Source: an optimization exercise on an open RTL-to-GDS flow (aim: small area, a short achievable clock period and few clock cycles per item). Production flows keep margins and buffers that such runs may drop. No activity file was given, so power comes from the tool's default toggle rates.

==> pepper <==
Design msf_decoder, start of the top module:
module msf_decoder (
    input  wire        clk,
    input  wire        rst,           
    input  wire        start,         
    input  wire [7:0]  count,         
    input  wire [31:0] start_time,    
    output reg  [7:0]  mem_raddr,
    input  wire [7:0]  mem_rdata,
    output reg         done,
    output reg  [8:0]  dstat,         
    output reg  [5:0]  secs,
    output reg  [7:0]  rd_ptr,
    output reg  [59:0] a_bits,        
    output reg  [59:0] b_bits,        
    output reg  [31:0] rec_ticks,
    output reg  [7:0]  rec_year,
    output reg  [7:0]  rec_month,
    output reg  [7:0]  rec_day,
    output reg  [2:0]  rec_dow,
    output reg  [7:0]  rec_hour,
    output reg  [7:0]  rec_minute,
    output reg         rec_bst,
    output reg  [15:0] rec_dut1
);
==> flow/config.mk <==
export PLATFORM = sky130hd
export DESIGN_NAME = msf_decoder
export DESIGN_NICKNAME = msf_decoder
export VERILOG_FILES = /design/flow/design.v
export SDC_FILE = /design/flow/constraint.sdc
export NUM_CORES = 4
export LEC_CHECK = 0
export CAP_MARGIN = 20
export CORE_MARGIN = 2
export CORE_UTILIZATION = 40
export PLACE_DENSITY = 0.6
export SLEW_MARGIN = 20
==> flow/constraint.sdc <==
create_clock -name core_clock -period 30.0 [get_ports {clk}]
set_input_delay 6.0000 -clock core_clock [delete_from_list [all_inputs] [get_ports {clk}]]
set_output_delay 6.0000 -clock core_clock [all_outputs]
set_load 0.01 [all_outputs]
standard.sh (not shown) runs the stock make flow with config.mk's settings and CLKGATE_MAP_FILE= SYNTH_SCRIPT=/design/flow/synth_recipe.tcl, a recipe that flattens the netlist after the stock synthesis.
==> flow/flow/run.sh <==
#!/bin/bash
# Standard layout, with the timing repair aiming below the clock period:
# repair_timing works on every path whose setup slack is under the margin.
set -euo pipefail
bash standard.sh finish SETUP_SLACK_MARGIN=22.6 > standard.log 2>&1
==> inputs of delta, as changes to pepper <==
==> flow/run.sh (new file) <==
#!/bin/bash
# synth_recipe.tcl (not shown) runs the flow's synth.tcl, then flattens the netlist and writes it again
# the make line also repeats each setting of config.mk as NAME=value (left out here)
make -C /OpenROAD-flow-scripts/flow DESIGN_CONFIG=/design/flow/config.mk WORK_HOME=/design/flow/orfs CLKGATE_MAP_FILE= SYNTH_SCRIPT=/design/flow/synth_recipe.tcl finish
removed: flow/flow/run.sh
removed: flow/standard.sh
==> flow_metrics.tcl <==
set metrics [dict create \
    crit_start "b_bits[54]$_SDFFE_PP0P_" \
    status "complete, no violations" \
    worstMarginPinSlew_ps 1008 \
    sh_seq_area_pct 26.55 \
    leakage_nw 17.38 \
    combPwrFrac_pct 62.9 \
    regArea_mm2 0.01046 \
    fin_cells 5189 \
    grt_pass1_vias 26210 \
    grtUsageMet3_pct 1.964 \
]
[end of results for pepper]
==> flow_metrics.tcl <==
set metrics [dict create \
    status "complete, no violations" \
    combPwrFrac_pct 63.0 \
    grtUsageMet3_pct 2.296 \
    grt_pass1_vias 26020 \
    crit_start "rst" \
    leakage_nw 16.22 \
    fin_cells 5185 \
]
[end of results for delta]
Function was not checked in any run of this note: the RTL went through the layout flow alone.


==> run a <==
Another version of the RTL of msf_decoder (not shown whole).
==> flow/config.mk <==
export PLATFORM = sky130hd
export DESIGN_NAME = msf_decoder
export DESIGN_NICKNAME = msf_decoder
export VERILOG_FILES = /design/flow/design.v
export SDC_FILE = /design/flow/constraint.sdc
export NUM_CORES = 4
export LEC_CHECK = 0
export CAP_MARGIN = 20
export CORE_MARGIN = 2
export CORE_UTILIZATION = 40
export PLACE_DENSITY = 0.6
export SLEW_MARGIN = 20
==> flow/constraint.sdc <==
create_clock -name core_clock -period 30.0 [get_ports {clk}]
set_input_delay 6.0000 -clock core_clock [delete_from_list [all_inputs] [get_ports {clk}]]
set_output_delay 6.0000 -clock core_clock [all_outputs]
set_load 0.01 [all_outputs]
run.sh (not shown) runs the stock make flow with config.mk's settings and CLKGATE_MAP_FILE= SYNTH_SCRIPT=/design/flow/synth_recipe.tcl, a recipe that flattens the netlist after the stock synthesis.
Stock flow here: none of the scripts above is used.
==> run b: changes against run a <==
==> flow/flow/run.sh (new file) <==
#!/bin/bash
# Standard layout (standard.sh: the standard flow's own ORFS run, synthesis unchanged) with
# two settings changed:
#  - timing repair aims for setup slack SETUP_SLACK_MARGIN below the clock
#    period, so that it shortens the critical paths instead of stopping as
#    soon as the 30 ns period is met;
#  - ports are buffered with the small buf_1 (the resizer upsizes it where
#    timing needs it) instead of the default delay-cell buffer.
set -euo pipefail
bash standard.sh finish SETUP_SLACK_MARGIN=22.8 \
    "BUFFER_PORTS_ARGS=-buffer_cell sky130_fd_sc_hd__buf_1" > standard.log 2>&1
==> flow/standard.sh (new file) <==
#!/bin/bash
# synth_recipe.tcl (not shown) runs the flow's synth.tcl, then flattens the netlist and writes it again
# the make line also repeats each setting of config.mk as NAME=value (left out here)
make -C /OpenROAD-flow-scripts/flow DESIGN_CONFIG=/design/flow/config.mk WORK_HOME=/design/flow/orfs CLKGATE_MAP_FILE= SYNTH_SCRIPT=/design/flow/synth_recipe.tcl "${@:-finish}"
removed: flow/run.sh
==> flow_summary.yaml <==
pwr:
  total_switching_power_mw: 1.718
  pwr-share-comb: 0.595
routing:
  met3RoutedLength_um: 4496
  count_of_tritonroute_iterations_in_the_first_routing_pass: 6
  routed-via-count: 26660
run_status:
  outcome: "complete, no violations"
finish:
  stdcell_area_um2: 35830
  clk_share: 0.05004
  n_multi_input_combinational_cell: 2781
  mostFrequentLayoutCells: "sky130_fd_sc_hd__nand2_1 (408), sky130_fd_sc_hd__dfxtp_1 (345), sky130_fd_sc_hd__ha_1 (330)"
timing:
  post-route-min-period_ns: 7.185
  layout_setup_ws_ns: 22.82
worst_setup_path:
  cpMaxStageDelayCell: "sky130_fd_sc_hd__dfxtp_4"
placed_design:
  place.detailed.instances: 4863
-- figures above: run b

==> flow_summary.yaml <==
logic_synthesis:
  yosys-top-cells-count: "sky130_fd_sc_hd__dfxtp_1 (423), sky130_fd_sc_hd__nand2_1 (408), sky130_fd_sc_hd__ha_1 (331)"
timing:
  post-route-min-period_ns: 8.035
  layout_setup_ws_ns: 21.97
finish:
  stdcell_area_um2: 36980
  mostFrequentLayoutCells: "sky130_fd_sc_hd__dfxtp_1 (423), sky130_fd_sc_hd__nand2_1 (408), sky130_fd_sc_hd__ha_1 (330)"
  clk_share: 0.04659
  n_multi_input_combinational_cell: 2779
routing:
  met3RoutedLength_um: 4596
  count_of_tritonroute_iterations_in_the_first_routing_pass: 5
pwr:
  pwr-share-comb: 0.601
  total_switching_power_mw: 1.740
worst_setup_path:
  cpMaxStageDelayCell: "sky130_fd_sc_hd__clkdlybuf4s50_1"
run_status:
  outcome: "complete, no violations"
hold_path:
  hold_path_depth: 0
placed_design:
  place.detailed.instances: 4866
die:
  die_width_um: 284.4
-- figures above: run a

Function was not checked in any run of this note: the RTL went through the layout flow alone.

port drivers added, routing unchanged:
No port has a modelled driver above. Below, the same layouts with a new extraction and two added sets of constraints.
Step 1 sets driving cells, clkbuf_16 on the clock port and buf_2 on the other inputs (assumed; they add their load-dependent delay and slew).
Step 2 times the ports against the registers' clock, not the clock port: input delays grow and output delays shrink by t, the midpoint of the rising clock arrivals with the driver on.
a / b / c = ideal / step 1 / step 2; a / b = the first two.
run	t (ns)	setup slack, ns	worst hold slack (ns)	slew at the worst register clock pin (ns)
pepper	0.680	22.633 / 22.565 / 22.005	0.342 / 0.342 / 0.342	0.07 / 0.07
delta	0.674	21.872 / 21.917 / 21.243	0.341 / 0.341 / 0.341	0.07 / 0.07
run a	0.674	21.965 / 21.897 / 22.070	0.344 / 0.344 / 0.344	0.07 / 0.07
run b	0.680	22.815 / 22.749 / 22.304	0.354 / 0.354 / 0.354	0.07 / 0.07
After both steps every run listed still meets setup and hold. The setup slack of delta, which loses most, moves by +0.045 ns with the drivers and by -0.629 ns with both steps.
